Context: an optimization exercise on an open-source flow, tuned for small area. The choices shown serve that exercise and are no tape-out recipe.
RTL that was checked went through simulation tests only; none was proved equivalent to the original.
For runs 1 and 2, only the layout was checked, not whether the RTL still works.
Power is estimated from default activity; no workload was simulated.

===== design/flow/config.mk =====
export PLATFORM = sky130hd
export DESIGN_NAME = prt_agc
export DESIGN_NICKNAME = prt_agc
export VERILOG_FILES = /design/flow/design.v
export SDC_FILE = /design/flow/constraint.sdc
export NUM_CORES = 4
export LEC_CHECK = 0
export CAP_MARGIN = 20
export CORE_MARGIN = 2
export CORE_UTILIZATION = 40
export SLEW_MARGIN = 20

===== design/flow/constraint.sdc =====
create_clock -name core_clock -period 10.0 [get_ports {clk}]
set_input_delay 2.0000 -clock core_clock [delete_from_list [all_inputs] [get_ports {clk}]]
set_output_delay 2.0000 -clock core_clock [all_outputs]
set_load 0.01 [all_outputs]

===== design/flow/design.v =====
module prt_agc (
    input  wire        clk,
    input  wire        rst,
    input  wire        bus_valid,
    input  wire        bus_wr,
    input  wire [7:0]  bus_addr,
    input  wire [31:0] bus_wdata,
    output reg  [31:0] bus_rdata,
    output wire        mem_req,
    output wire        mem_we,
    output wire [31:0] mem_addr,
    output wire [1:0]  mem_size,
    output wire [31:0] mem_wdata,
    input  wire        mem_ack,
    input  wire [31:0] mem_rdata,
    input  wire        cad_tick,
    input  wire        agc_tick,
    input  wire        cmp_in,
    output wire [5:0]  vref_code,
    output wire        ind_out,
    output wire        irq
);
    reg [31:0] tx_src, tx_dst, tx_count, tx_wrap;
    reg [1:0]  cfg_size;
    reg        cfg_exh;
    reg        armed, run, done, req, phase_wr, idle_pend;
    reg [31:0] off;
    reg [31:0] latch;           
    reg [31:0] cad_top, cad_cnt;
    reg        cad_ld;          
    reg        agc_en, agc_idle;
    reg [31:0] agc_top, agc_cnt;
    reg        agc_ld;          
    reg [5:0]  thr;
    reg        st_cmp, st_ind, st_mism;
    reg        if_done, if_tick, ien_done, ien_tick;
    reg [6:0]  err;
    function [31:0] dec32(input [31:0] a);
        integer i;
        reg o, g;
        begin
            o = 1'b0;
            g = 1'b0;
            for (i = 0; i < 32; i = i + 1) begin
                if (i % 4 == 0) begin
                    o = o | g;
                    g = 1'b0;
                end
                dec32[i] = !(a[i] ^ (o | g));
                g = g | a[i];
            end
        end
    endfunction
    function [31:0] add32(input [31:0] a, input [31:0] c);
        integer i, j;
        reg k, kb, gb, pb;
        reg [31:0] g, p;
        begin
            g = a & c;
            p = a ^ c;
            kb = 1'b0;
            for (i = 0; i < 32; i = i + 8) begin
                k = kb;
                gb = 1'b0;
                pb = 1'b1;
                for (j = i; j < i + 8; j = j + 1) begin
                    add32[j] = p[j] ^ k;
                    k = g[j] | (p[j] & k);
                    gb = g[j] | (p[j] & gb);
                    pb = pb & p[j];
                end
                kb = gb | (pb & kb);
            end
        end
    endfunction
    wire host_wr  = bus_valid && bus_wr;
    wire a_ok     = (bus_addr[1:0] == 2'b00);
    wire [4:0] ai = bus_addr[6:2];
    wire a_lo     = a_ok && !bus_addr[7] && !bus_addr[6];    
    wire a_hi     = a_ok && !bus_addr[7] &&  bus_addr[6] && (bus_addr[5:3] == 3'b000);  
    wire [31:0] wdm = bus_wdata & {32{!rst}};      
    wire w_src   = host_wr && a_lo && (ai[3:0] == 4'd0);
    wire w_dst   = host_wr && a_lo && (ai[3:0] == 4'd1);
    wire w_cfg   = host_wr && a_lo && (ai[3:0] == 4'd2);
    wire w_cnt   = host_wr && a_lo && (ai[3:0] == 4'd3);
    wire w_wrap  = host_wr && a_lo && (ai[3:0] == 4'd4);
    wire w_cmd   = host_wr && a_lo && (ai[3:0] == 4'd5);
    wire w_cadt  = host_wr && a_lo && (ai[3:0] == 4'd8);
    wire w_actl  = host_wr && a_lo && (ai[3:0] == 4'd10);
    wire w_agct  = host_wr && a_lo && (ai[3:0] == 4'd11);
    wire w_thr   = host_wr && a_lo && (ai[3:0] == 4'd13);
    wire w_if    = host_wr && a_lo && (ai[3:0] == 4'd15);
    wire w_ien   = host_wr && a_hi && !bus_addr[2];
    wire w_locked = host_wr && a_lo && !ai[3] && ((ai[2:0] <= 3'd4));
    wire [2:0] cmd = bus_wdata[2:0];
    wire cmd_arm   = w_cmd && (cmd == 3'b001);
    wire cmd_start = w_cmd && (cmd == 3'b010);
    wire cmd_stop  = w_cmd && (cmd == 3'b100);
    wire cmd_bad   = w_cmd && ((cmd[0] && cmd[1]) || (cmd[2] && (cmd[0] || cmd[1])));
    wire eng_fetch = !phase_wr && !idle_pend && req;
    wire busy      = phase_wr || idle_pend;
    assign mem_req   = busy || req;
    assign mem_we    = busy;
    assign mem_size  = cfg_size;
    assign mem_wdata = latch;
    wire fetch_go = eng_fetch && mem_ack;
    wire write_go = phase_wr && mem_ack;
    wire idle_go  = !phase_wr && idle_pend && mem_ack;
    wire [31:0] add_b = phase_wr ? {29'd0, cfg_size[1], cfg_size[0], !cfg_size[1] && !cfg_size[0]}
                                 : tx_src;
    wire [31:0] sum   = add32(off, add_b);
    assign mem_addr   = busy ? tx_dst : sum;
    wire cnt_one  = (tx_count == 32'd1);
    wire exhaust  = write_go && cnt_one && !cfg_exh;
    wire off_clr  = rst || (sum == tx_wrap);
    wire run_e      = run && !exhaust;
    wire cad_step   = cad_tick && run_e;
    wire cad_zero   = (cad_cnt == 32'd0);
    wire cad_req    = cad_step && cad_zero && !(done || exhaust);
    wire req_e      = req && !fetch_go && !exhaust;
    wire cad_ovr    = cad_req && req_e;
    wire agc_step = agc_tick && agc_en;
    wire agc_zero = (agc_cnt == 32'd0);
    wire agc_fire = agc_step && agc_zero;
    wire agc_mism = (cmp_in != agc_idle);
    wire agc_load = w_actl && !agc_en && bus_wdata[0];
    reg [5:0] thr_step;
    reg [6:0] thr_p;
    integer ti;
    always @(*) begin
        thr_p[0] = 1'b1;
        for (ti = 0; ti < 6; ti = ti + 1)
            thr_p[ti+1] = thr_p[ti] && (thr[ti] == agc_mism);
        for (ti = 0; ti < 6; ti = ti + 1)
            thr_step[ti] = thr[ti] ^ (thr_p[ti] && !thr_p[6]);
    end
    wire cfg_valid = (cfg_size != 2'd3) &&
                     !(cfg_size[0] && (tx_src[0] || tx_dst[0] || tx_wrap[0])) &&
                     !(cfg_size[1] && ((|tx_src[1:0]) || (|tx_dst[1:0]) || (|tx_wrap[1:0]))) &&
                     (tx_wrap != 32'd0) && (cfg_exh || tx_count != 32'd0);
    wire arm_ok   = cmd_arm && !armed && cfg_valid;
    wire start_ok = cmd_start && armed;
    wire [15:0] rs;
    genvar gi;
    generate
        for (gi = 0; gi < 16; gi = gi + 1) begin : g_rs
            assign rs[gi] = a_lo && (ai[3:0] == gi);
        end
    endgenerate
    wire rs_ien = a_hi && !bus_addr[2];
    wire rs_err = a_hi &&  bus_addr[2];
    wire [31:0] rd_val =
          ({32{rs[0]}}  & tx_src)
        | ({32{rs[1]}}  & tx_dst)
        | ({32{rs[2]}}  & {29'd0, cfg_exh, cfg_size})
        | ({32{rs[3]}}  & tx_count)
        | ({32{rs[4]}}  & tx_wrap)
        | ({32{rs[6]}}  & {27'd0, req, done, busy, run, armed})
        | ({32{rs[7]}}  & off)
        | ({32{rs[8]}}  & cad_top)
        | ({32{rs[9]  && cad_ld}} & cad_cnt)
        | ({32{rs[10]}} & {30'd0, agc_idle, agc_en})
        | ({32{rs[11]}} & agc_top)
        | ({32{rs[12] && agc_ld}} & agc_cnt)
        | ({32{rs[13]}} & {26'd0, thr})
        | ({32{rs[14]}} & {29'd0, st_mism, st_ind, st_cmp})
        | ({32{rs[15]}} & {30'd0, if_tick, if_done})
        | ({32{rs_ien}} & {30'd0, ien_tick, ien_done})
        | ({32{rs_err}} & {25'd0, err});
    always @(posedge clk)
        bus_rdata <= rd_val;
    always @(posedge clk) begin
        if (!phase_wr || mem_ack)
            latch <= mem_rdata & {32{fetch_go}};
        if (rst || (w_src && !armed))  tx_src  <= wdm;
        if (rst || (w_dst && !armed))  tx_dst  <= wdm;
        if (rst || (w_wrap && !armed)) tx_wrap <= wdm;
        if (rst || (w_cfg && !armed)) begin
            cfg_size <= wdm[1:0];
            cfg_exh  <= wdm[2];
        end
        if (rst || (w_cnt && !armed) || write_go)
            tx_count <= (armed && !rst) ? dec32(tx_count) : wdm;
        if (rst || write_go)
            off <= sum & {32{!off_clr}};
        if (rst || w_cadt) cad_top <= wdm;
        if (rst || w_agct) agc_top <= wdm;
        if (start_ok || cad_step)
            cad_cnt <= (start_ok || cad_zero) ? cad_top : dec32(cad_cnt);
        if (agc_load || agc_step)
            agc_cnt <= (agc_load || agc_zero) ? agc_top : dec32(agc_cnt);
    end
    always @(posedge clk) begin
        if (rst) begin
            armed     <= 1'b0;
            run       <= 1'b0;
            done      <= 1'b0;
            req       <= 1'b0;
            phase_wr  <= 1'b0;
            idle_pend <= 1'b0;
            cad_ld    <= 1'b0;
            agc_ld    <= 1'b0;
            agc_en    <= 1'b0;
            agc_idle  <= 1'b0;
            thr       <= 6'd32;
            st_cmp    <= 1'b0;
            st_ind    <= 1'b0;
            st_mism   <= 1'b0;
            if_done   <= 1'b0;
            if_tick   <= 1'b0;
            ien_done  <= 1'b0;
            ien_tick  <= 1'b0;
            err       <= 7'd0;
        end else begin
            armed     <= armed || arm_ok;
            phase_wr  <= (phase_wr && !mem_ack) || fetch_go;
            idle_pend <= (idle_pend && !idle_go) || exhaust || arm_ok || (cmd_stop && armed);
            req       <= !cmd_stop && (req_e || cad_req);
            run       <= !cmd_stop && (run_e || start_ok);
            done      <= done || exhaust;
            cad_ld    <= cad_ld || start_ok;
            agc_ld    <= agc_ld || agc_load;
            if (agc_fire) begin
                thr     <= thr_step;
                st_ind  <= !st_ind;
                st_cmp  <= cmp_in;
                st_mism <= agc_mism;
            end else if (w_thr && !agc_en) begin
                thr <= bus_wdata[5:0];
            end
            if (w_actl) begin
                agc_idle <= bus_wdata[1];
                agc_en   <= bus_wdata[0];
            end
            if (w_ien) begin
                ien_done <= bus_wdata[0];
                ien_tick <= bus_wdata[1];
            end
            if_done <= (if_done || exhaust)  && !(w_if && bus_wdata[0]);
            if_tick <= (if_tick || agc_fire) && !(w_if && bus_wdata[1]);
            err <= err | {w_thr && agc_en,
                          cmd_bad,
                          cad_ovr,
                          cmd_start && !armed,
                          w_locked && armed,
                          cmd_arm && armed,
                          cmd_arm && !armed && !cfg_valid};
        end
    end
    assign vref_code = thr;
    assign ind_out   = st_ind;
    assign irq       = (if_done && ien_done) || (if_tick && ien_tick);
endmodule

===== design/flow/flow/run.sh =====
#!/bin/bash
# The standard ORFS layout, with three changes:
#  * synthesis maps the logic with an area-oriented ABC script
#    (flow/abc_area.script) instead of ORFS's speed script; the registers
#    are mapped before ABC runs, so they are the standard synthesis's;
#  * every port is still buffered, with sky130_fd_sc_hd__buf_1;
#  * the clock tree uses larger sink clusters and no dummy loads.
set -euo pipefail
here=$(pwd)
rm -rf "$here/orfs_scripts"
cp -r "$FLOW_HOME/scripts" "$here/orfs_scripts"
cp "$here/flow/abc_area.script" "$here/orfs_scripts/abc_speed.script"

export BUFFER_PORTS_ARGS="-buffer_cell sky130_fd_sc_hd__buf_1"
export CTS_ARGS="-sink_clustering_enable -repair_clock_nets -dont_use_dummy_load -buf_list sky130_fd_sc_hd__clkbuf_16 -sink_clustering_size 20 -sink_clustering_max_diameter 80"

bash standard.sh SCRIPTS_DIR="$here/orfs_scripts" synth > "$here/synth.log" 2>&1
bash standard.sh > "$here/layout.log" 2>&1

===== design/flow/flow/abc_area.script =====
&get -n
&st
&dch -f
&nf -R 1000 -p
&put
topo
stime -c

===== design/flow/standard.sh =====
#!/bin/bash
# synth_recipe.tcl (not shown) runs the flow's synth.tcl, then flattens the netlist and writes it again
# the make line also repeats each setting of config.mk as NAME=value (left out here)
make -C /OpenROAD-flow-scripts/flow DESIGN_CONFIG=/design/flow/config.mk WORK_HOME=/design/flow/orfs CLKGATE_MAP_FILE= SYNTH_SCRIPT=/design/flow/synth_recipe.tcl "${@:-finish}"

==> key figures, run 1 <==
Logic synthesis
  • Syn Area/Cell: 11.96 um^2
  • Mapped Area: 0.01843 mm^2
  • EDFF count, synth: 323
  • Asr flop ratio synth: 0%
  • Post-synthesis sequential area ratio: 59.38%
  • Main synth FF type: edfxtp_1
  • Yosys warning count: 1
  • Synth cell types: 48
  • Seq cells post-synth: 385
  • Synth Instances: 1540
  • Syn nets: 1696

GRT
  • GRT Total Usage: 24.78%
  • Pin count of the biggest net entering global routing: 66
  • First-pass GRT wire length: 88.33 mm
  • Routing usage on met1: 33.80%
  • GR Util met2: 40.42%
  • GR Util met3: 4.315%
  • Number of global-route vias before repair: 13.93k
  • Initial antenna violation count: 2
  • GRT overflow: 0
  • GR peak layer: met2

Critical path
  • WP data required: 8.00 ns
  • Largest delay contributor family on the critical path: adder cells
  • Most common cell on crit path: fa_2
  • Bufs and invs on worst path: 4
  • Reg2reg path depth: 37
  • CP Max Fanout: 2
  • CP arrival: 8.81 ns
  • CP max-delay cell: fa_2
  • CP max stage delay: 0.44 ns
  • CP Class: reg2out
  • CP endpoint kind: primary output
  • Worst setup SP type: flop
  • Levels on crit path: 35

Floorplanning
  • Ports: 188
  • Die width: 218.6 um
  • Placeable Area: 0.04538 mm^2
  • Initial Util: 40.60%
  • Die Y-Extent: 218.6 um
  • Die Area: 0.04779 mm^2
  • Row count: 78

Finish
  • Most frequent cells in the layout: edfxtp_1, buf_1, nor2_1
  • Most common cell after layout, fill and taps aside: edfxtp_1
  • Multi-input logic area: 0.007313 mm^2
  • Diodes inserted: 0
  • Register area: 0.01094 mm^2
  • P&R area growth vs syn: 14.29%
  • Fillers: 4192
  • Layout cells sized above 1: 7.099%
  • Nets@finish: 1961

Timing
  • RSZ-0062 raised after global routing: true
  • Max Fclk: 92.52 MHz
  • Final-report max-slew violation count: 0
  • Final number of hold-violating endpoints: 0
  • Slew headroom: 28.73%
  • Part of the cycle the worst path needs: 108.1%
  • Worst Tran Pin Value: 1.055 ns
  • Minimum clock period: 10.81 ns
  • Fin Clk Skew: 0.03392 ns
  • PnR worst setup slack: -0.8084 ns
  • # setup viols final: 7

Clock network
  • CTS Buffer Depth: 3
  • Cts bufs inserted: 25
  • Worst-path clk slew: 0.09 ns
  • H-tree levels: 1
  • Root Driver: clkbuf_16
  • Skew-Pair Late Insertion Delay: 0.58 ns
  • CTS tree: done
  • Hold_buf cts: 0
  • Clock Sink Count: 385

Placement
  • Hpwl dp: 40.72 mm
  • Input/output buffers: 187
  • Pre-CTS WS: -0.7811 ns
  • Routability Congestion: 0.8758

Worst hold path
  • Cell depth of the worst hold path: 2
  • Worst hold path type: reg2reg

Power and ir drop
  • Total Power: 3.480 mW
  • Leakage: 7.180 nW
  • NetSw: 0.9712 mW
  • PwrDens: 165.2 mW/mm^2
  • Internal power: 2.508 mW
  • Sequential Power Share: 54.7%
  • Comb pwr share: 17.2%
  • Maximum vdd ir drop: 0.1105 mV
  • Sw frac: 27.91%
  • Clock Power Share: 28.1%

Route
  • Via count: 14.06k
  • DR WL/cell: 24.79 um
  • DRT antenna net count: 0
  • Drt first pass iters: 10
  • Initial detailed-routing violation count: 1965
  • Routed vias/inst: 5.849
  • Remaining DRCs: 0
  • Routed WL: 59.57 mm

Flow run
  • Max Cap Violations: 0

Run status
  • Blocking Checks: setup timing
  • Status: complete, but fails checks
## power by group through the flow
stage | logic [mW] | clock network, mW | registers [mW]
finish | 0.598 | 0.979 | 1.90
global route | 0.652 | 1.04 | 1.91
CTS | 0.582 | 0.989 | 1.90
detailed placement | 0.563 | 0 | 1.94
global placement | 0.559 | 0 | 1.93
floorplan | 0.319 | 0 | 1.91
## cell families after synthesis
family                   after synthesis  share of synthesized area [%]
AND/OR/NAND/NOR                      584                          15.39
buffers and inverters                 83                          1.691
flip-flops                           385                          59.38
multiplexers                          27                          1.582
adder cells (fa/ha/maj)               77                          6.356
XOR/XNOR                              82                          3.898
AO/OA/AOI/OAI                        302                          11.70
## worst paths after layout
path | startpoint | end | slack, ns
min | if_tick | if_tick | 0.47
max | cfg_size[0] | mem_addr[31] | -0.81
min reg2reg | if_tick | if_tick | 0.47
max reg2reg | cfg_size[0] | off[8] | 0.76
## final cells by class
type | instances | area share (%)
clock buffer | 25 | 2.971
tap | 600 | 3.565
timing repair buffer | 238 | 5.288
sequential | 385 | 51.96
multi-input combinational | 1072 | 34.73
inverter | 83 | 1.491
## tightest hold or removal path, stage by stage, from the launching register on
cell and delay [ns]:
dfxtp_1 0.34, clkinv_1 0.05, a211oi_1 0.05
## metal layers
metal | wire length, um | share of wire (%)
met1 | 24760 | 42
met2 | 28360 | 48
met3 | 5139 | 8.6
met4 | 1307 | 2.2
met5 | 9 | 0.015
## cell usage after synthesis, types with 36 or more instances
cell      number  area, um^2
nand2_1      148       555.5
o21ai_0       88       440.4
xnor2_1       36       315.3
dfxtp_1       62        1241
a21oi_1       55       275.3
and2_0        36       225.2
edfxtp_1     323        9699
xor2_1        46       402.9
nor2b_1       43       269.0
clkinv_1      83       311.6
a222oi_1      88       880.8
nand3_1       50       250.2
ha_1          48       600.6
nor2_1       160       600.6
## per-stage QoR
step | cell area [um^2] | setup TNS [ns] | instances | utilization, % | hold slack [ns]
finish | 21060 | -2.259 | 2403 | 46.40 | 0.4735
CTS | 20970 | -2.886 | 2398 | 46.20 | 0.4756
global route | 21060 | -4.726 | 2403 | 46.40 | 0.5020
detailed placement | 20270 | -1.603 | 2369 | 44.66 | 0.4590
floorplan | 18450 | 0 | 1540 | - | 0.4318
global placement | 20270 | -1.654 | 2369 | 44.66 | 0.4481
## repair_timing
action,in CTS,in global routing
setup buffers,4,4
pin swaps,11,14
setup endpoints to repair,9,10
resized for setup,22,13
==> run 2: changes to the inputs <==
--- a/design/flow/design.v
+++ b/design/flow/design.v
@@ -23,7 +23,7 @@
     reg [31:0] tx_src, tx_dst, tx_count, tx_wrap;
     reg [1:0]  cfg_size;
     reg        cfg_exh;
-    reg        armed, run, done, req, phase_wr, idle_pend;
+    reg        armed, run, req, phase_wr, idle_pend;
     reg [31:0] off;
     reg [31:0] latch;           
     reg [31:0] cad_top, cad_cnt;
@@ -59,11 +59,11 @@
             g = a & c;
             p = a ^ c;
             kb = 1'b0;
-            for (i = 0; i < 32; i = i + 8) begin
+            for (i = 0; i < 32; i = i + 4) begin
                 k = kb;
                 gb = 1'b0;
                 pb = 1'b1;
-                for (j = i; j < i + 8; j = j + 1) begin
+                for (j = i; j < i + 4; j = j + 1) begin
                     add32[j] = p[j] ^ k;
                     k = g[j] | (p[j] & k);
                     gb = g[j] | (p[j] & gb);
@@ -110,7 +110,10 @@
                                  : tx_src;
     wire [31:0] sum   = add32(off, add_b);
     assign mem_addr   = busy ? tx_dst : sum;
-    wire cnt_one  = (tx_count == 32'd1);
+    wire cnt_hi0  = (tx_count[31:1] == 31'd0);
+    wire cnt_one  = cnt_hi0 && tx_count[0];
+    wire cnt_zero = cnt_hi0 && !tx_count[0];
+    wire done     = armed && !cfg_exh && cnt_zero;
     wire exhaust  = write_go && cnt_one && !cfg_exh;
     wire off_clr  = rst || (sum == tx_wrap);
     wire run_e      = run && !exhaust;
@@ -137,7 +140,7 @@
     wire cfg_valid = (cfg_size != 2'd3) &&
                      !(cfg_size[0] && (tx_src[0] || tx_dst[0] || tx_wrap[0])) &&
                      !(cfg_size[1] && ((|tx_src[1:0]) || (|tx_dst[1:0]) || (|tx_wrap[1:0]))) &&
-                     (tx_wrap != 32'd0) && (cfg_exh || tx_count != 32'd0);
+                     (tx_wrap != 32'd0) && (cfg_exh || !cnt_zero);
     wire arm_ok   = cmd_arm && !armed && cfg_valid;
     wire start_ok = cmd_start && armed;
     wire [15:0] rs;
@@ -194,7 +197,6 @@
         if (rst) begin
             armed     <= 1'b0;
             run       <= 1'b0;
-            done      <= 1'b0;
             req       <= 1'b0;
             phase_wr  <= 1'b0;
             idle_pend <= 1'b0;
@@ -217,7 +219,6 @@
             idle_pend <= (idle_pend && !idle_go) || exhaust || arm_ok || (cmd_stop && armed);
             req       <= !cmd_stop && (req_e || cad_req);
             run       <= !cmd_stop && (run_e || start_ok);
-            done      <= done || exhaust;
             cad_ld    <= cad_ld || start_ok;
             agc_ld    <= agc_ld || agc_load;
             if (agc_fire) begin
==> design/flow/flow/run.sh (replaced) <==
#!/bin/bash
# The standard ORFS layout (standard.sh), with these changes:
#  * synthesis maps the logic with an area-oriented ABC script
#    (flow/abc_area.script) instead of ORFS's speed script, and without the
#    half-adder cells, so that ABC maps the counters' decrementers itself;
#    the registers are mapped before ABC runs, so they are the standard
#    synthesis's;
#  * every port is still buffered, with sky130_fd_sc_hd__buf_1;
#  * the clock tree uses larger sink clusters and no dummy loads.
set -euo pipefail
here=$(pwd)
rm -rf "$here/orfs_scripts"
cp -r "$FLOW_HOME/scripts" "$here/orfs_scripts"
cp "$here/flow/abc_area.script" "$here/orfs_scripts/abc_speed.script"

# the platform's don't-use list, plus the half adders (synthesis only)
du=$(sed -n '/^export DONT_USE_CELLS += \\/,/^#/p' "$FLOW_HOME/platforms/sky130hd/config.mk" \
     | grep -o 'sky130_fd_sc_hd__[a-z0-9_]*' | tr '\n' ' ')
du="$du sky130_fd_sc_hd__ha_1 sky130_fd_sc_hd__ha_2 sky130_fd_sc_hd__ha_4"

export BUFFER_PORTS_ARGS="-buffer_cell sky130_fd_sc_hd__buf_1"
export CTS_ARGS="-sink_clustering_enable -repair_clock_nets -dont_use_dummy_load -buf_list sky130_fd_sc_hd__clkbuf_16 -sink_clustering_size 26 -sink_clustering_max_diameter 90"

bash standard.sh SCRIPTS_DIR="$here/orfs_scripts" DONT_USE_CELLS="$du" synth > "$here/synth.log" 2>&1
bash standard.sh > "$here/layout.log" 2>&1
--- a/design/flow/config.mk
+++ b/design/flow/config.mk
@@ -5,7 +5,7 @@
 export SDC_FILE = /design/flow/constraint.sdc
 export NUM_CORES = 4
 export LEC_CHECK = 0
-export CAP_MARGIN = 20
+export CAP_MARGIN = 10
 export CORE_MARGIN = 2
 export CORE_UTILIZATION = 40
-export SLEW_MARGIN = 20
+export SLEW_MARGIN = 10
==> key figures, run 2 <==
Logic synthesis
  • Main synth FF type: edfxtp_1
  • Synth cell types: 51 (+6.3%)
  • Area contributors post-synth: edfxtp_1, dfxtp_1, a222oi_1, nor2_1, xnor2_1
  • Seq cells post-synth: 384 (-0.26%)
  • Syn nets: 1579 (-6.9%)
  • Syn Area/Cell: 12.09 um^2 (+1.1%)
  • Post-synthesis sequential area ratio: 61.22% (+1.8 points)
  • Count leader, synth: edfxtp_1
  • EDFF count, synth: 323 (unchanged)
  • Top cell type's share of synthesized area: 54.38% (+1.7 points)
  • Yosys warning count: 1 (unchanged)
  • Commonest cells in the synthesized netlist: edfxtp_1, nor2_1, nand2_1
  • Synth Instances: 1475 (-4.2%)
  • Top cell type by total area after synthesis: edfxtp_1
  • Mapped Area: 0.01784 mm^2 (-3.2%)
  • Asr flop ratio synth: 0% (unchanged)

Finish
  • Most common cell after layout, fill and taps aside: edfxtp_1
  • Non-Filler Instances: 2303 (-4.2%)
  • Most frequent cells in the layout: edfxtp_1, buf_1, nor2_1
  • Diodes inserted: 0 (unchanged)
  • Final core occ: 45.47% (-0.94 points)
  • Nets@finish: 1817 (-7.3%)
  • P&R area growth vs syn: 12.47%
  • Layout cells sized above 1: 3.799% (-3.3 points)
  • Post-layout instance area: 0.02006 mm^2 (-4.7%)

Clock network
  • Skew-Pair Late Insertion Delay: 0.56 ns (-0.02 ns)
  • CTS Buffer Depth: 3 (unchanged)
  • Hold_buf cts: 0 (unchanged)
  • Clock Sink Count: 384 (-0.26%)
  • Cts bufs inserted: 20 (-20%)
  • # Post-CTS Setup Buffers: 0 (-4)
  • CTS tree: done
  • Root Driver: clkbuf_16
  • Post-cts sizing count: 0 (-100%)
  • Worst-path clk slew: 0.10 ns (about the same)
  • H-tree levels: 1 (unchanged)

Route
  • Routed WL: 56.48 mm (-5.2%)
  • Initial detailed-routing violation count: 2097 (+6.7%)
  • Routed vias/inst: 5.985 (+2.3%)
  • DRT antenna net count: 0 (unchanged)
  • Drt first pass iters: 8 (-2)
  • Remaining DRCs: 0 (unchanged)
  • DR WL/cell: 24.53 um (-1.1%)
  • Via count: 13.78k (-1.9%)

Critical path
  • CP arrival: 7.47 ns (-1.34 ns)
  • WP data required: 8.00 ns (about the same)
  • CP Max Fanout: 6 (+4)
  • CP Class: reg2out
  • CP startpoint: cfg_size[1]
  • Worst setup SP type: flop
  • CP endpoint kind: primary output
  • Reg-to-reg startpoint: cfg_size[1]

Timing
  • Max Fclk: 105.6 MHz (+14%)
  • Final-report max-slew violation count: 0 (unchanged)
  • Part of the cycle the worst path needs: 94.69% (-13 points)
  • Fin Clk Skew: 0.06538 ns (+0.03146 ns)
  • PnR worst setup slack: 0.5313 ns (+1.340 ns)
  • Slew headroom: 27.80% (-0.93 points)
  • RSZ-0062 raised after global routing: false
  • Fin Setup TNS: 0 ns (+2.259 ns)
  • Worst Tran Pin Value: 1.075 ns (+0.01999 ns)
  • # setup viols final: 0 (-7)
  • Final number of hold-violating endpoints: 0 (unchanged)
  • Minimum clock period: 9.469 ns (-1.340 ns)

GRT
  • Pin count of the biggest net entering global routing: 67 (+1.5%)
  • Number of global-route vias before repair: 13.36k (-4.1%)
  • First-pass GRT wire length: 84.30 mm (-4.6%)
  • GRT Total Usage: 23.83% (-0.95 points)
  • Initial antenna violation count: 0 (-2)
  • GRT overflow: 0 (unchanged)

Floorplanning
  • Die Y-Extent: 215.2 um (-1.6%)
  • Row count: 77 (-1.3%)
  • Initial Util: 40.42% (-0.18 points)
  • Die Area: 0.04630 mm^2 (-3.1%)
  • Die width: 215.2 um (-1.6%)
  • Ports: 188 (unchanged)
  • Placeable Area: 0.04412 mm^2 (-2.8%)

Power and ir drop
  • Maximum vdd ir drop: 0.1116 mV (+1.0%)
  • PwrDens: 165.8 mW/mm^2 (+0.35%)
  • Leakage: 6.626 nW (-7.7%)

Placement
  • Hpwl dp: 38.34 mm (-5.8%)
  • Pre-CTS WS: 0.8711 ns (+1.652 ns)
  • Input/output buffers: 187 (unchanged)
  • Post-DP Area: 0.01956 mm^2 (-3.5%)
  • Routability Congestion: 0.8993 (+2.7%)
  • DP Cell Count: 2283 (-3.6%)

Flow run
  • Max Cap Violations: 0 (unchanged)

Worst hold path
  • Worst hold path type: reg2reg
  • Hold path startpoint: st_mism

Run status
  • Status: complete, no violations
run 2: layer usage:
| layer | share of wire [%] | up-vias | GRT usage [%] | routed length, um |
|---|---|---|---|---|
| li1 | - | 6192 | - | - |
| met1 | 42 | 6839 | 33.64 | 23630 |
| met2 | 48 | 644 | 38.86 | 26890 |
| met3 | 7.6 | 109 | 2.534 | 4283 |
| met4 | 3.0 | 0 | 7.218 | 1678 |
| met5 | 0 | - | 0 | 0 |
run 2: where the power goes:
group          switching [mW]  internal (mW)  leakage, nW
registers              0.0792           1.83         3.69
clock network           0.505          0.359        0.246
logic                   0.361          0.191         2.69
run 2: path summary, 6_finish.rpt:
kind                                endpoint  slack [ns]  cells after the start
worst max-delay path            mem_addr[31]        0.53                     24
worst min-delay path                 st_mism        0.47                      2
worst min register to register       st_mism        0.47                      2
worst max register to register       off[19]        1.13                     29
run 2: stage by stage:
step / hold slack [ns] / power (mW)
after floorplan: 0.4255 / 2.239
final: 0.4683 / 3.327
after detailed placement: 0.4620 / 2.488
after global placement: 0.4516 / 2.484
after CTS: 0.4724 / 3.338
after global routing: 0.4934 / 3.448
run 2: cells by family after synthesis:
group                      after synthesis  share of synthesized area [%]
buffers and inverters                   44                         0.9259
muxes                                   22                          1.368
and+or+nand+nor                        545                          14.71
DFF                                    384                          61.22
xor gates and xnor gates               102                          5.008
AOI/OAI and AO/OA                      351                          13.90
adders and majority gates               27                          2.862
run 2: worst max-delay path, cell delays in order, from the launching register on:
cell,delay (ns)
edfxtp_1,0.48
o21ai_0,0.17
o21ai_0,0.13
nand2b_1,0.19
fa_1,0.44
fa_1,0.43
fa_1,0.45
maj3_1,0.35
a31oi_1,0.14
a22o_1,0.20
maj3_1,0.18
a221oi_1,0.05
o2bb2ai_1,0.25
a22oi_1,0.19
o31ai_2,0.33
clkinv_1,0.17
o31a_1,0.37
o31a_1,0.33
fa_1,0.42
fa_1,0.45
fa_1,0.44
xor2_1,0.17
xnor2_1,0.16
o21ai_0,0.17
buf_1,0.25
run 2: area by class of cell:
class	count	area [um^2]
Inverter	44	165.2
Clock buffer	20	500.5
Sequential cell	384	10920
Timing Repair Buffer	216	920.9
Tap cell	592	740.7
Multi-Input combinational cell	1047	6813
Fill cell	4183	24060
==> run 3: changes to the inputs <==
--- a/design/flow/design.v
+++ b/design/flow/design.v
@@ -215,14 +215,15 @@
             err       <= 7'd0;
         end else begin
             armed     <= armed || arm_ok;
-            phase_wr  <= (phase_wr && !mem_ack) || fetch_go;
+            phase_wr  <= phase_wr ? !mem_ack : fetch_go;
             idle_pend <= (idle_pend && !idle_go) || exhaust || arm_ok || (cmd_stop && armed);
             req       <= !cmd_stop && (req_e || cad_req);
             run       <= !cmd_stop && (run_e || start_ok);
             cad_ld    <= cad_ld || start_ok;
             agc_ld    <= agc_ld || agc_load;
             if (agc_fire) begin
-                thr     <= thr_step;
+                thr     <= agc_mism ? ((thr == 6'd63) ? thr : thr + 6'd1)
+                                    : ((thr == 6'd0)  ? thr : thr - 6'd1);
                 st_ind  <= !st_ind;
                 st_cmp  <= cmp_in;
                 st_mism <= agc_mism;
==> key figures, run 3 <==
Floorplanning
  • Row count: 77 (unchanged)
  • Die Y-Extent: 215.6 um (+0.19%)
  • Initial Util: 40.49% (+0.065 points)
  • Die width: 215.6 um (+0.19%)
  • Die Area: 0.04647 mm^2 (+0.37%)
  • Ports: 188 (unchanged)
  • Placeable Area: 0.04422 mm^2 (+0.22%)

Logic synthesis
  • Synth cell types: 50 (-2.0%)
  • Syn nets: 1581 (+0.13%)
  • Commonest cells in the synthesized netlist: edfxtp_1, nor2_1, nand2_1
  • Top cell type's share of synthesized area: 54.17% (-0.21 points)
  • Synth Instances: 1476 (+0.068%)
  • Mapped Area: 0.01790 mm^2 (+0.38%)
  • Seq cells post-synth: 384 (unchanged)
  • Synth Area in XOR/XNOR: 4.892% (-0.12 points)
  • Asr flop ratio synth: 0% (unchanged)
  • Area contributors post-synth: edfxtp_1, dfxtp_1, a222oi_1, nor2_1, xnor2_1
  • EDFF count, synth: 323 (unchanged)
  • Area share of and/or/nand/nor cells after synthesis: 14.23% (-0.47 points)
  • Top cell type by total area after synthesis: edfxtp_1
  • Syn Area/Cell: 12.13 um^2 (+0.31%)
  • Main synth FF type: edfxtp_1
  • Post-synthesis compound-gate area fraction: 14.26% (+0.35 points)
  • Post-Synth Adder-Cell Area: 2.851% (-0.011 points)
  • Count leader, synth: edfxtp_1
  • Post-synthesis sequential area ratio: 60.99% (-0.23 points)
  • Largest family of logic cells by synthesized area: compound AO/OA/AOI/OAI gates
  • Mux contribution to synthesized area: 1.705% (+0.34 points)
  • Yosys warning count: 1 (unchanged)

Finish
  • Diodes inserted: 0 (unchanged)
  • Nets@finish: 1826 (+0.50%)
  • Post-layout instance area: 0.02019 mm^2 (+0.62%)
  • Most frequent cells in the layout: edfxtp_1, buf_1, nor2_1
  • Layout cells sized above 1: 4.072% (+0.27 points)
  • Most common cell after layout, fill and taps aside: edfxtp_1
  • P&R area growth vs syn: 12.74%

Route
  • Via count: 13.79k (+0.015%)
  • Drt first pass iters: 9 (+1)
  • Routed WL: 57.28 mm (+1.4%)
  • DR WL/cell: 24.78 um (+1.1%)
  • Initial detailed-routing violation count: 1964 (-6.3%)
  • Remaining DRCs: 0 (unchanged)
  • Routed vias/inst: 5.965 (-0.33%)
  • DRT antenna net count: 0 (unchanged)

Placement
  • Post-DP Area: 0.01964 mm^2 (+0.45%)
  • Routability Congestion: 0.9291 (+3.3%)
  • Hpwl dp: 39.28 mm (+2.5%)
  • Input/output buffers: 187 (unchanged)

Worst hold path
  • Worst hold path type: reg2reg

Power and ir drop
  • Leakage: 6.667 nW (+0.62%)
  • Comb pwr share: 16.5% (about the same)
  • Total Power: 3.314 mW (-0.37%)
  • PwrDens: 164.2 mW/mm^2 (-0.98%)
  • Internal power: 2.382 mW (about the same)
  • Clock Power Share: 25.9% (about the same)
  • Sw frac: 28.13% (-0.28 points)
  • Sequential Power Share: 57.5% (about the same)
  • NetSw: 0.9323 mW (-1.3%)
  • Maximum vdd ir drop: 0.08751 mV (-22%)

GRT
  • GRT overflow: 0 (unchanged)
  • GRT Total Usage: 24.33% (+0.50 points)
  • Initial antenna violation count: 0 (unchanged)
  • Number of global-route vias before repair: 13.45k (+0.65%)
  • First-pass GRT wire length: 85.64 mm (+1.6%)
  • Pin count of the biggest net entering global routing: 64 (-4.5%)

Critical path
  • Most common cell on crit path: fa_1
  • CP arrival: 7.58 ns (+0.11 ns)
  • Bufs and invs on worst path: 2 (unchanged)
  • CP Max Fanout: 5 (-1)
  • CP endpoint kind: primary output
  • CP max-delay cell: fa_1
  • CP Class: reg2out
  • CP max stage delay: 0.51 ns (+0.03 ns)
  • Worst setup SP type: flop
  • Largest delay contributor family on the critical path: adder cells
  • WP data required: 8.00 ns (about the same)

Clock network
  • Hold_buf cts: 0 (unchanged)
  • CTS tree: done
  • Skew-Pair Late Insertion Delay: 0.55 ns (about the same)
  • Clock Sink Count: 384 (unchanged)
  • Worst-path clk slew: 0.11 ns (about the same)
  • CTS Buffer Depth: 3 (unchanged)
  • Cts bufs inserted: 20 (unchanged)
  • Root Driver: clkbuf_16
  • H-tree levels: 1 (unchanged)

Timing
  • Slew headroom: 33.68% (+5.9 points)
  • Worst Tran Pin Value: 0.9872 ns (-0.08745 ns)
  • Fin Setup TNS: 0 ns (unchanged)
  • Max Fclk: 104.4 MHz (-1.1%)
  • Part of the cycle the worst path needs: 95.78% (+1.1 points)
  • Minimum clock period: 9.578 ns (+0.1090 ns)
  • Fin Clk Skew: 0.04795 ns (-0.01744 ns)
  • Hold Worst Slack: 0.4914 ns (+0.02301 ns)
  • RSZ-0062 raised after global routing: false
  • # setup viols final: 0 (unchanged)
  • Final-report max-slew violation count: 0 (unchanged)
  • Final number of hold-violating endpoints: 0 (unchanged)

Run status
  • Status: complete, no violations

Flow run
  • Max Cap Violations: 0 (unchanged)
run 3: changes by cell type after synthesis, moves of 4 or more:
cell / change
nor3_1: +6
nand3_1: +9
nand2_1: -21
xor2_1: -5
a22oi_1: -11
clkinv_1: +7
nand4_1: -12
a211oi_1: +4
a21o_1: +4
mux2i_1: +5
a22o_1: +9
run 3: per-layer routing:
metal	wire (um)	GRT usage [%]	vias to the layer above	share of wire, %
met1	24610	34.36	6907	43
met4	1601	7.172	0	2.8
met5	0	0	-	0
met2	27310	40.40	592	48
met3	3756	1.804	74	6.6
li1	-	-	6213	-
run 3: cell families (layout without fill, tap and decap cells):
group | Yosys count | in the layout
buf+inv | 51 | 294
compound gates | 361 | 361
xor+xnor | 100 | 100
mux | 28 | 28
fa+ha+maj | 26 | 26
flops | 384 | 384
simple gates | 526 | 526
run 3: path summary, 6_finish.rpt:
path	end	cells past startpoint	slack, ns	startpoint
worst max-delay path	mem_addr[31]	27	0.42	cfg_size[0]
worst min-delay path	ien_done	2	0.49	ien_done
worst max register to register	off[8]	32	1.40	cfg_size[0]
worst min register to register	ien_done	2	0.49	ien_done
run 3: power groups by stage:
stage          Clock [mW]  Sequential [mW]  Combinational [mW]
6_report            0.860             1.91               0.548
2_1_floorplan           0             1.91               0.325
4_1_cts             0.878             1.90               0.548
3_5_place_dp            0             1.94               0.544
3_3_place_gp            0             1.94               0.539
5_1_grt             0.928             1.92               0.596
run 3: timing repair:
item / CTS / global route
setup buffers: 0 / 3
setup endpoints to repair: 0 / 1
resized for setup: 0 / 1
run 3: final cells by class:
class / count / area [um^2]
repair buffers: 223 / 978.4
well taps: 592 / 740.7
multi-input cells: 1041 / 6854
flip-flops and latches: 384 / 10920
inverters: 51 / 191.4
clock buffers: 20 / 500.5
fillers: 4091 / 24040
run 3: stage by stage:
step	cells	setup slack [ns]	utilization [%]
after floorplan	1476	1.597	-
after global placement	2286	1.006	44.42
after detailed placement	2286	0.9700	44.42
after CTS	2306	0.3422	45.55
after global routing	2311	0.01594	45.65
final	2311	0.4222	45.65
run 3: tightest hold or removal path, cell delays in order, from the launching register on:
cell and delay, ns:
dfxtp_1 0.35, nand2_1 0.06, a21oi_1 0.05
==> run 4: changes to the inputs <==
==> design/flow/config.mk (replaced) <==
export PLATFORM = sky130hd
export DESIGN_NAME = prt_agc
export DESIGN_NICKNAME = prt_agc
export VERILOG_FILES = /design/flow/design.v
export SDC_FILE = /design/flow/constraint.sdc
export NUM_CORES = 4
export LEC_CHECK = 0
export CAP_MARGIN = 5
export CORE_MARGIN = 2
export CORE_UTILIZATION = 55
export GPL_TIMING_DRIVEN = 0
export SLEW_MARGIN = 5
==> key figures, run 4 <==
Clock network
  • Worst-path clk slew: 0.10 ns (about the same)
  • Hold_buf cts: 0 (unchanged)
  • CTS Buffer Depth: 3 (unchanged)
  • CTS tree: done
  • H-tree levels: 1 (unchanged)
  • Cts bufs inserted: 18 (-10%)
  • Clock Sink Count: 384 (unchanged)
  • Root Driver: clkbuf_16
  • Skew-Pair Late Insertion Delay: 0.54 ns (about the same)

Power and ir drop
  • Maximum vdd ir drop: 0.1481 mV (+69%)
  • PwrDens: 160.8 mW/mm^2 (-2.1%)
  • Leakage: 6.775 nW (+1.6%)
  • Total Power: 3.264 mW (-1.5%)

Timing
  • RSZ-0062 raised after global routing: false
  • Max Fclk: 105.2 MHz (+0.78%)
  • Fin Clk Skew: 0.01801 ns (-0.02994 ns)
  • Final-report max-slew violation count: 0 (unchanged)
  • # setup viols final: 0 (unchanged)
  • Part of the cycle the worst path needs: 95.04% (-0.74 points)
  • Fin Setup TNS: 0 ns (unchanged)
  • Worst Tran Pin Value: 1.173 ns (+0.1856 ns)
  • Minimum clock period: 9.504 ns (-0.07375 ns)
  • Slew headroom: 21.11% (-13 points)
  • Final number of hold-violating endpoints: 0 (unchanged)

Logic synthesis
  • Syn nets: 1581 (unchanged)
  • Top cell type's share of synthesized area: 54.17% (unchanged)
  • Post-synthesis sequential area ratio: 60.99% (unchanged)
  • Mapped Area: 0.01790 mm^2 (unchanged)
  • Seq cells post-synth: 384 (unchanged)
  • EDFF count, synth: 323 (unchanged)
  • Count leader, synth: edfxtp_1
  • Commonest cells in the synthesized netlist: edfxtp_1, nor2_1, nand2_1
  • Main synth FF type: edfxtp_1
  • Asr flop ratio synth: 0% (unchanged)
  • Syn Area/Cell: 12.13 um^2 (unchanged)
  • Synth cell types: 50 (unchanged)
  • Top cell type by total area after synthesis: edfxtp_1
  • Yosys warning count: 1 (unchanged)
  • Area contributors post-synth: edfxtp_1, dfxtp_1, a222oi_1, nor2_1, xnor2_1
  • Synth Instances: 1476 (unchanged)

Route
  • Initial detailed-routing violation count: 1930 (-1.7%)
  • Remaining DRCs: 0 (unchanged)
  • Drt first pass iters: 8 (-1)
  • DRT antenna net count: 0 (unchanged)
  • Routed vias/inst: 6.429 (+7.8%)
  • Routed WL: 53.33 mm (-6.9%)
  • DR WL/cell: 24.58 um (-0.84%)
  • WL met3: 5.699 mm (+52%)
  • DR WL met2: 24.43 mm (-11%)
  • Via count: 13.95k (+1.2%)
  • Length of routed wiring on met1: 21.53 mm (-13%)
  • Top routing layer in use: met4

Finish
  • Final core occ: 62.87% (+17 points)
  • Fillers: 2598 (-36%)
  • Diodes inserted: 0 (unchanged)
  • Most common cell after layout, fill and taps aside: edfxtp_1
  • Layout cells sized above 1: 5.440% (+1.4 points)
  • Nets@finish: 1835 (+0.49%)
  • P&R area growth vs syn: 13.38%
  • Most frequent cells in the layout: edfxtp_1, buf_1, nor2_1
  • Non-Filler Instances: 2170 (-6.1%)
  • Post-layout instance area: 0.02030 mm^2 (+0.56%)

Placement
  • Post-DP Area: 0.01980 mm^2 (+0.80%)
  • Input/output buffers: 187 (unchanged)
  • Hpwl dp: 38.22 mm (-2.7%)
  • Routability Congestion: 0.8891 (-4.3%)
  • DP Cell Count: 2147 (-6.1%)

Floorplanning
  • Initial Util: 55.45% (+15 points)
  • Placeable Area: 0.03229 mm^2 (-27%)
  • Row count: 66 (-14%)
  • Die width: 184.4 um (-14%)
  • Die Y-Extent: 184.4 um (-14%)
  • Die Area: 0.03401 mm^2 (-27%)
  • Ports: 188 (unchanged)

Critical path
  • Reg-to-reg startpoint: cfg_size[0]
  • WP data required: 8.00 ns (about the same)
  • Worst setup SP type: flop
  • RR Endpoint: off[2]
  • CP arrival: 7.50 ns (-0.08 ns)
  • CP endpoint kind: primary output
  • Reg2reg path depth: 31 (-3.1%)
  • CP Max Fanout: 5 (unchanged)
  • Reg2Reg Setup Slack: 1.09 ns (-0.31 ns)
  • CP Class: reg2out

Flow run
  • Max Cap Violations: 0 (unchanged)

GRT
  • Initial antenna violation count: 0 (unchanged)
  • GRT Total Usage: 31.48% (+7.1 points)
  • GRT overflow: 0 (unchanged)
  • Pin count of the biggest net entering global routing: 48 (-25%)
  • First-pass GRT wire length: 79.52 mm (-7.2%)
  • Number of global-route vias before repair: 13.12k (-2.5%)

Worst hold path
  • Cell depth of the worst hold path: 2 (unchanged)
  • Hold path startpoint: ien_tick
  • Hold endpoint: ien_tick
  • Worst hold path type: reg2reg

Run status
  • Status: complete, no violations
[run 4: cell counts after synthesis]
Identical to the previous run, type by type.
[run 4: through the flow]
stage,setup slack [ns],hold slack [ns]
after floorplan,1.597,0.4357
after global placement,-0.2434,0.4572
after detailed placement,0.6730,0.4696
after CTS,0.09458,0.4875
after global routing,0.02399,0.5133
final,0.4960,0.4889
[run 4: area by class of cell]
cell class	count	area [um^2]	area share [%]
Inverter	51	191.4	0.9430
Clock buffer	18	450.4	2.219
Tap cell	442	553.0	2.724
Timing Repair Buffer	234	1291	6.361
Multi-Input combinational cell	1041	6892	33.95
Sequential cell	384	10920	53.80
[run 4: worst max-delay path by stage]
stage               depth (start not counted)  slack, ns         from           end
floorplan                                  25       1.60     phase_wr  mem_addr[31]
global placement                           30      -0.24     phase_wr        off[8]
detailed placement                         26       0.67     phase_wr  mem_addr[31]
CTS                                        26       0.09     phase_wr  mem_addr[31]
global route                               27       0.02  cfg_size[0]  mem_addr[31]
finish                                     27       0.50  cfg_size[0]  mem_addr[31]
[run 4: routing by layer]
layer,vias up,GRT usage (%)
met3,111,6.441
met4,0,10.50
met5,-,0
li1,6235,-
met2,802,49.14
met1,6802,44.28
[run 4: kinds of logic after synthesis]
logic type               share of synthesized area [%]
AND/OR/NAND/NOR                                  14.23
flip-flops                                       60.99
AO/OA/AOI/OAI                                    14.26
XOR/XNOR                                         4.892
buffers and inverters                            1.069
multiplexers                                     1.705
adder cells (fa/ha/maj)                          2.851
[run 4: what timing repair did]
action | CTS | global route
buffers inserted | 0 | 5
endpoints found under the setup margin | 0 | 2
gates resized for setup | 0 | 3
[run 4: critical path: stages, from the launching register on]
cell and delay [ns]:
edfxtp_1 0.49, o21ai_0 0.17, o21ai_0 0.13, nand2b_1 0.19, fa_1 0.43, fa_1 0.44
fa_2 0.44, a21oi_1 0.17, a21oi_1 0.05, o221ai_1 0.09, a22o_1 0.25, maj3_1 0.20
a221oi_1 0.05, o2bb2ai_1 0.17, clkinv_1 0.14, o31a_1 0.38, nor4_1 0.29, a31o_1 0.26
a22oi_1 0.18, nor4_1 0.32, a21oi_1 0.12, fa_1 0.43, fa_1 0.45, fa_1 0.42
xor2_1 0.23, xnor2_2 0.13, o21ai_0 0.16, buf_1 0.18
[run 4: where the power goes]
group          internal [mW]  leakage, nW  switching (mW)
Combinational          0.200         2.87           0.350
Clock                  0.326        0.222           0.485
Sequential              1.83         3.69          0.0727
Total                   2.36         6.77           0.908
==> run 5: changes to the inputs <==
--- a/design/flow/design.v
+++ b/design/flow/design.v
@@ -127,16 +127,6 @@
     wire agc_fire = agc_step && agc_zero;
     wire agc_mism = (cmp_in != agc_idle);
     wire agc_load = w_actl && !agc_en && bus_wdata[0];
-    reg [5:0] thr_step;
-    reg [6:0] thr_p;
-    integer ti;
-    always @(*) begin
-        thr_p[0] = 1'b1;
-        for (ti = 0; ti < 6; ti = ti + 1)
-            thr_p[ti+1] = thr_p[ti] && (thr[ti] == agc_mism);
-        for (ti = 0; ti < 6; ti = ti + 1)
-            thr_step[ti] = thr[ti] ^ (thr_p[ti] && !thr_p[6]);
-    end
     wire cfg_valid = (cfg_size != 2'd3) &&
                      !(cfg_size[0] && (tx_src[0] || tx_dst[0] || tx_wrap[0])) &&
                      !(cfg_size[1] && ((|tx_src[1:0]) || (|tx_dst[1:0]) || (|tx_wrap[1:0]))) &&
==> design/flow/config.mk (replaced) <==
export PLATFORM = sky130hd
export DESIGN_NAME = prt_agc
export DESIGN_NICKNAME = prt_agc
export VERILOG_FILES = /design/flow/design.v
export SDC_FILE = /design/flow/constraint.sdc
export NUM_CORES = 4
export LEC_CHECK = 0
export CAP_MARGIN = 0
export CORE_MARGIN = 2
export CORE_UTILIZATION = 40
export SLEW_MARGIN = 0
==> key figures, run 5 <==
Floorplanning
  • Placeable Area: 0.04422 mm^2 (+37%)
  • Die width: 215.6 um (+17%)
  • Row count: 77 (+17%)
  • Die Area: 0.04647 mm^2 (+37%)
  • Die Y-Extent: 215.6 um (+17%)
  • Ports: 188 (unchanged)
  • Initial Util: 40.49% (-15 points)

Finish
  • Diodes inserted: 0 (unchanged)
  • Most common cell after layout, fill and taps aside: edfxtp_1
  • Nets@finish: 1819 (-0.87%)
  • P&R area growth vs syn: 12.66%
  • Layout cells sized above 1: 3.972% (-1.5 points)
  • Non-Filler Instances: 2304 (+6.2%)
  • Most frequent cells in the layout: edfxtp_1, buf_1, nor2_1

Logic synthesis
  • Synth cell types: 49 (-2.0%)
  • Count leader, synth: edfxtp_1
  • Synth Instances: 1475 (-0.068%)
  • Commonest cells in the synthesized netlist: edfxtp_1, nor2_1, nand2_1
  • Syn Area/Cell: 12.14 um^2 (about the same)
  • Post-synthesis sequential area ratio: 60.99% (unchanged)
  • Seq cells post-synth: 384 (unchanged)
  • Syn nets: 1580 (-0.063%)
  • Top cell type by total area after synthesis: edfxtp_1
  • Asr flop ratio synth: 0% (unchanged)
  • Yosys warning count: 1 (unchanged)
  • Main synth FF type: edfxtp_1
  • EDFF count, synth: 323 (unchanged)
  • Mapped Area: 0.01790 mm^2 (unchanged)
  • Top cell type's share of synthesized area: 54.17% (unchanged)
  • Area contributors post-synth: edfxtp_1, dfxtp_1, a222oi_1, nor2_1, xnor2_1

GRT
  • GRT overflow: 0 (unchanged)
  • First-pass GRT wire length: 84.62 mm (+6.4%)
  • Number of global-route vias before repair: 13.29k (+1.3%)
  • Initial antenna violation count: 0 (unchanged)
  • GRT Total Usage: 24.08% (-7.4 points)
  • Pin count of the biggest net entering global routing: 64 (+33%)

Flow run
  • Max Cap Violations: 0 (unchanged)

Worst hold path
  • Worst hold path type: reg2reg

Timing
  • # setup viols final: 0 (unchanged)
  • Fin Setup TNS: 0 ns (unchanged)
  • Worst Tran Pin Value: 1.249 ns (+0.07591 ns)
  • RSZ-0062 raised after global routing: false
  • Part of the cycle the worst path needs: 93.84% (-1.2 points)
  • Fin Clk Skew: 0.05821 ns (+0.04021 ns)
  • Slew headroom: 16.30% (-4.8 points)
  • Max Fclk: 106.6 MHz (+1.3%)
  • Final number of hold-violating endpoints: 0 (unchanged)
  • Final-report max-slew violation count: 0 (unchanged)
  • Minimum clock period: 9.384 ns (-0.1199 ns)

Route
  • Initial detailed-routing violation count: 2139 (+11%)
  • Routed WL: 57.01 mm (+6.9%)
  • Via count: 14.04k (+0.67%)
  • Remaining DRCs: 0 (unchanged)
  • DR WL/cell: 24.74 um (+0.68%)
  • DRT antenna net count: 0 (unchanged)
  • Routed vias/inst: 6.095 (-5.2%)
  • Drt first pass iters: 9 (+1)

Critical path
  • CP Class: reg2out
  • Worst setup SP type: flop
  • CP endpoint kind: primary output
  • Levels on crit path: 27 (unchanged)
  • RR Endpoint: off[27]
  • WP data required: 8.00 ns (about the same)
  • Most common cell on crit path: fa_1
  • Worst setup path end: mem_addr[31]
  • Reg2reg path depth: 32 (+3.2%)
  • CP max stage delay: 0.47 ns (-0.02 ns)
  • CP arrival: 7.38 ns (-0.12 ns)
  • Bufs and invs on worst path: 2 (unchanged)
  • CP startpoint: cfg_size[1]
  • CP max-delay cell: edfxtp_1
  • Largest delay contributor family on the critical path: adder cells
  • Reg-to-reg startpoint: cfg_size[1]
  • CP Max Fanout: 6 (+1)
  • Reg2Reg Setup Slack: 1.18 ns (+0.09 ns)

Clock network
  • Worst-path clk slew: 0.10 ns (about the same)
  • Cts bufs inserted: 21 (+3)
  • Skew-Pair Late Insertion Delay: 0.57 ns (+0.03 ns)
  • H-tree levels: 1 (unchanged)
  • CTS tree: done
  • Clock Sink Count: 384 (unchanged)
  • CTS Buffer Depth: 3 (unchanged)
  • Root Driver: clkbuf_16
  • Hold_buf cts: 0 (unchanged)

Run status
  • Status: complete, no violations

Power and ir drop
  • PwrDens: 166.2 mW/mm^2 (+3.3%)
  • Leakage: 6.632 nW (-2.1%)
  • Maximum vdd ir drop: 0.1108 mV (-25%)

Placement
  • Routability Congestion: 0.8986 (+1.1%)
  • DP Cell Count: 2283 (+6.3%)
  • Hpwl dp: 40.26 mm (+5.3%)
  • Input/output buffers: 187 (unchanged)
-- run 5: cell types whose count changed after synthesis, moves of 2 or more --
| cell | delta |
|---|---|
| nor3_1 | +3 |
| a21oi_1 | -3 |
| nand2_1 | -2 |
| nor4b_1 | -2 |
| a211oi_1 | +2 |
| nand3_1 | +2 |
| nor2_1 | -2 |
-- run 5: layer usage --
layer  vias to the layer above  track usage (%)  part of all wire [%]
li1                       6202                -                     -
met1                      6993            33.80                    42
met2                       761            39.82                    47
met3                        88            2.692                   8.7
met4                         0            6.414                   2.6
met5                         -                0                     0
-- run 5: worst min-delay path by stage --
stage / start / end / cells past startpoint
2_1_floorplan: cad_ld / cad_ld / 2
3_3_place_gp: err[0] / err[0] / 2
3_5_place_dp: err[2] / err[2] / 2
4_1_cts: ien_tick / ien_tick / 2
5_1_grt: ien_tick / ien_tick / 2
6_report: err[0] / err[0] / 2
-- run 5: timing repair --
| item | 4_1_cts | 5_1_grt |
|---|---|---|
| endpoints found under the hold margin | 0 | 0 |
| gates resized for setup | 0 | 4 |
| buffers inserted | 0 | 0 |
| endpoints found under the setup margin | 0 | 1 |
-- run 5: cell type report --
class / instances / area (um^2)
Clock buffer: 21 / 525.5
Multi-Input combinational cell: 1039 / 6869
Tap cell: 592 / 740.7
Inverter: 52 / 195.2
Timing Repair Buffer: 216 / 920.9
Fill cell: 4125 / 24050
Sequential cell: 384 / 10920
-- run 5: metrics by stage --
stage / setup slack [ns] / total power [mW] / util [%] / hold slack, ns / cell area [um^2]
final: 0.6159 / 3.352 / 45.62 / 0.4979 / 20170
after global routing: 0.03504 / 3.480 / 45.62 / 0.5032 / 20170
after CTS: 0.3908 / 3.367 / 45.58 / 0.4964 / 20160
after detailed placement: 1.029 / 2.496 / 44.39 / 0.4655 / 19630
after global placement: 1.129 / 2.491 / 44.39 / 0.4595 / 19630
after floorplan: 1.597 / 2.244 / - / 0.4284 / 17900
-- run 5: power by group --
| part | internal [mW] | switching (mW) |
|---|---|---|
| clock | 0.376 | 0.505 |
| sequential | 1.83 | 0.0845 |
| combinational | 0.194 | 0.358 |
-- run 5: logic make-up after synthesis --
logic type               synth area share (%)
AO/OA/AOI/OAI                           14.22
XOR/XNOR                                4.892
flip-flops                              60.99
adder cells (fa/ha/maj)                 2.907
buffers and inverters                   1.090
AND/OR/NAND/NOR                         14.19
multiplexers                            1.705
-- run 5: tightest hold or removal path, cell delays in order, from the launching register on --
cell	delay, ns
dfxtp_1	0.35
nor2_1	0.05
nor2_1	0.07
==> run 6: changes to the inputs <==
==> design/flow/config.mk (replaced) <==
export PLATFORM = sky130hd
export DESIGN_NAME = prt_agc
export DESIGN_NICKNAME = prt_agc
export VERILOG_FILES = /design/flow/design.v
export SDC_FILE = /design/flow/constraint.sdc
export NUM_CORES = 4
export LEC_CHECK = 0
export CAP_MARGIN = 10
export CORE_MARGIN = 2
export CORE_UTILIZATION = 70
export SLEW_MARGIN = 10
==> key figures, run 6 <==
Run status
  • Status: complete, no violations

Finish
  • Fillers: 1607 (-61%)
  • Most frequent cells in the layout: edfxtp_1, buf_1, nor2_1
  • Register area: 0.01092 mm^2 (unchanged)
  • P&R area growth vs syn: 10.31%
  • Layout cells sized above 1: 3.630% (-0.34 points)
  • Multi-input logic area: 0.006859 mm^2 (-0.15%)
  • Nets@finish: 1815 (-0.22%)
  • Non-Filler Instances: 2038 (-12%)
  • Most common cell after layout, fill and taps aside: edfxtp_1
  • Final core occ: 78.44% (+33 points)
  • Diodes inserted: 0 (unchanged)

Timing
  • Max Fclk: 104.5 MHz (-1.9%)
  • RSZ-0062 raised after global routing: false
  • # setup viols final: 0 (unchanged)
  • Minimum clock period: 9.571 ns (+0.1865 ns)
  • Worst Tran Pin Value: 1.209 ns (-0.03949 ns)
  • Part of the cycle the worst path needs: 95.71% (+1.9 points)
  • Fin Clk Skew: 0.03009 ns (-0.02812 ns)
  • Final-report max-slew violation count: 0 (unchanged)
  • Final number of hold-violating endpoints: 0 (unchanged)
  • Fin Setup TNS: 0 ns (unchanged)
  • PnR worst setup slack: 0.4294 ns (-0.1865 ns)
  • Slew headroom: 18.66% (+2.4 points)

Placement
  • Pre-CTS WS: 1.090 ns (+0.06098 ns)
  • Input/output buffers: 187 (unchanged)
  • DP Cell Count: 2020 (-12%)
  • Routability Congestion: 0.9442 (+5.1%)
  • Hpwl dp: 36.28 mm (-9.9%)

Floorplanning
  • Initial Util: 71.10% (+31 points)
  • Die Area: 0.02687 mm^2 (-42%)
  • Placeable Area: 0.02518 mm^2 (-43%)
  • Die Y-Extent: 163.9 um (-24%)
  • Die width: 163.9 um (-24%)
  • Row count: 58 (-25%)
  • Ports: 188 (unchanged)

Critical path
  • Worst setup SP type: flop
  • CP endpoint kind: primary output
  • Reg2reg path depth: 23 (-28%)
  • CP arrival: 7.57 ns (+0.19 ns)
  • CP Max Fanout: 6 (unchanged)
  • CP Class: reg2out
  • WP data required: 8.00 ns (about the same)

Worst hold path
  • Worst hold path type: reg2reg
  • Cell depth of the worst hold path: 2 (unchanged)

Logic synthesis
  • Yosys warning count: 1 (unchanged)
  • Top cell type by total area after synthesis: edfxtp_1
  • Syn Area/Cell: 12.14 um^2 (unchanged)
  • EDFF count, synth: 323 (unchanged)
  • Main synth FF type: edfxtp_1
  • Count leader, synth: edfxtp_1
  • Synth cell types: 49 (unchanged)
  • Synth Instances: 1475 (unchanged)
  • Mapped Area: 0.01790 mm^2 (unchanged)
  • Syn nets: 1580 (unchanged)
  • Seq cells post-synth: 384 (unchanged)
  • Commonest cells in the synthesized netlist: edfxtp_1, nor2_1, nand2_1
  • Area contributors post-synth: edfxtp_1, dfxtp_1, a222oi_1, nor2_1, xnor2_1
  • Top cell type's share of synthesized area: 54.17% (unchanged)
  • Asr flop ratio synth: 0% (unchanged)
  • Post-synthesis sequential area ratio: 60.99% (unchanged)

GRT
  • Initial antenna violation count: 0 (unchanged)
  • GRT Total Usage: 39.74% (+16 points)
  • First-pass GRT wire length: 79.94 mm (-5.5%)
  • GRT overflow: 0 (unchanged)
  • Pin count of the biggest net entering global routing: 64 (unchanged)
  • Number of global-route vias before repair: 13.79k (+3.8%)

Power and ir drop
  • Total Power: 3.265 mW (-2.6%)
  • PwrDens: 165.3 mW/mm^2 (-0.53%)
  • Maximum vdd ir drop: 0.1849 mV (+67%)
  • Leakage: 6.584 nW (-0.72%)

Route
  • Routed vias/inst: 7.083 (+16%)
  • Initial detailed-routing violation count: 2555 (+19%)
  • Via count: 14.44k (+2.8%)
  • DRT antenna net count: 0 (unchanged)
  • Remaining DRCs: 0 (unchanged)
  • DR WL/cell: 26.32 um (+6.4%)
  • Drt first pass iters: 7 (-2)
  • Routed WL: 53.63 mm (-5.9%)

Clock network
  • CTS Buffer Depth: 3 (unchanged)
  • Cts bufs inserted: 18 (-14%)
  • Root Driver: clkbuf_16
  • Worst-path clk slew: 0.10 ns (about the same)
  • # Post-CTS Setup Buffers: 0 (unchanged)
  • Skew-Pair Late Insertion Delay: 0.54 ns (-0.03 ns)
  • CTS tree: done
  • Clock Sink Count: 384 (unchanged)
  • H-tree levels: 1 (unchanged)

Flow run
  • Max Cap Violations: 0 (unchanged)
[run 6: cell counts after synthesis]
Identical to the previous run, type by type.
[run 6: per-layer routing]
metal	vias up	track usage, %	wire length, um
met2	1181	63.85	25180
met5	-	0	0
li1	6188	-	-
met3	180	7.753	7193
met4	0	15.87	2190
met1	6887	54.04	19070
[run 6: final cells by class]
class | count | area share [%]
Timing Repair Buffer | 215 | 4.624
Multi-Input combinational cell | 1039 | 34.73
Inverter | 52 | 0.9882
Clock buffer | 18 | 2.281
Tap cell | 330 | 2.090
Sequential cell | 384 | 55.29
[run 6: worst paths after layout]
path,start,slack (ns),to
worst max-delay path,cfg_size[1],0.43,mem_addr[31]
worst min-delay path,cad_ld,0.48,cad_ld
worst max register to register,agc_cnt[2],1.30,thr[5]
worst min register to register,cad_ld,0.48,cad_ld
[run 6: metrics by stage]
stage,hold WS [ns],cell area [um^2]
after floorplan,0.4284,17900
after global placement,0.4535,19290
after detailed placement,0.4653,19290
after CTS,0.4811,19750
after global routing,0.4955,19750
final,0.4797,19750
[run 6: cell families after synthesis]
kind of cell / count (synthesis) / synth area share (%)
buf+inv: 52 / 1.090
simple gates: 525 / 14.19
compound gates: 359 / 14.22
fa+ha+maj: 27 / 2.907
xor+xnor: 100 / 4.892
flops: 384 / 60.99
mux: 28 / 1.705
[run 6: what timing repair did]
item                       4_1_cts  5_1_grt
setup endpoints to repair        0        1
gates resized for setup          0        1
hold buffers                     0        0
[run 6: power by group]
group / internal (mW) / switching, mW / leakage [nW]
clock network: 0.325 / 0.478 / 0.222
registers: 1.83 / 0.0854 / 3.67
logic: 0.191 / 0.350 / 2.70
[run 6: worst max-delay path: stages (launching register included)]
cell       delay (ns)
edfxtp_1         0.48
o21ai_0          0.18
o21ai_0          0.14
nand2b_1         0.19
fa_1             0.42
fa_1             0.45
fa_1             0.49
a21oi_1          0.18
a21oi_1          0.06
o221ai_1         0.09
a22o_1           0.21
maj3_1           0.17
a221oi_1         0.05
o2bb2ai_1        0.18
clkinv_1         0.14
o31a_1           0.35
nor4_1           0.32
a31o_1           0.26
a22oi_1          0.17
nor4_2           0.32
a21oi_1          0.10
fa_1             0.42
fa_1             0.43
fa_1             0.43
xor2_1           0.17
xnor2_1          0.18
o21ai_0          0.28
buf_1            0.20

## what the ideal ports hide
In the flow no input, the clock included, has a driving cell. The finished layouts below were timed again as built, in two steps. Step 1 (the two cells are an assumption about what drives the block):
set clk [get_ports {clk}]
set_driving_cell -lib_cell sky130_fd_sc_hd__clkbuf_16 $clk
set_driving_cell -lib_cell sky130_fd_sc_hd__buf_2 [delete_from_list [all_inputs] $clk]
Step 2, shift: input delay + t, output delay - t, t = (earliest + latest rising clock arrival at the registers) / 2. This alone moves slack from input paths to output paths. Slacks: ideal ports / drivers / drivers and shift; pairs: ideal ports / drivers.
run | t, ns | slack for setup (ns) | worst hold slack (ns) | clock arrival spread, ns | cell pins on the clock port's net
run 1 | 0.616 | -0.808 / -0.861 / -0.245 | 0.474 / 0.474 / 0.474 | 0.034 / 0.034 | 1
run 2 | 0.585 | 0.531 / 0.473 / 1.058 | 0.468 / 0.468 / 0.468 | 0.065 / 0.066 | 1
run 3 | 0.578 | 0.422 / 0.372 / 0.950 | 0.491 / 0.491 / 0.491 | 0.048 / 0.048 | 1
run 4 | 0.580 | 0.496 / 0.441 / 1.021 | 0.489 / 0.489 / 0.489 | 0.020 / 0.020 | 1
run 5 | 0.595 | 0.616 / 0.561 / 1.156 | 0.498 / 0.498 / 0.498 | 0.064 / 0.064 | 1
run 6 | 0.572 | 0.429 / 0.379 / 0.951 | 0.480 / 0.480 / 0.480 | 0.030 / 0.031 | 1
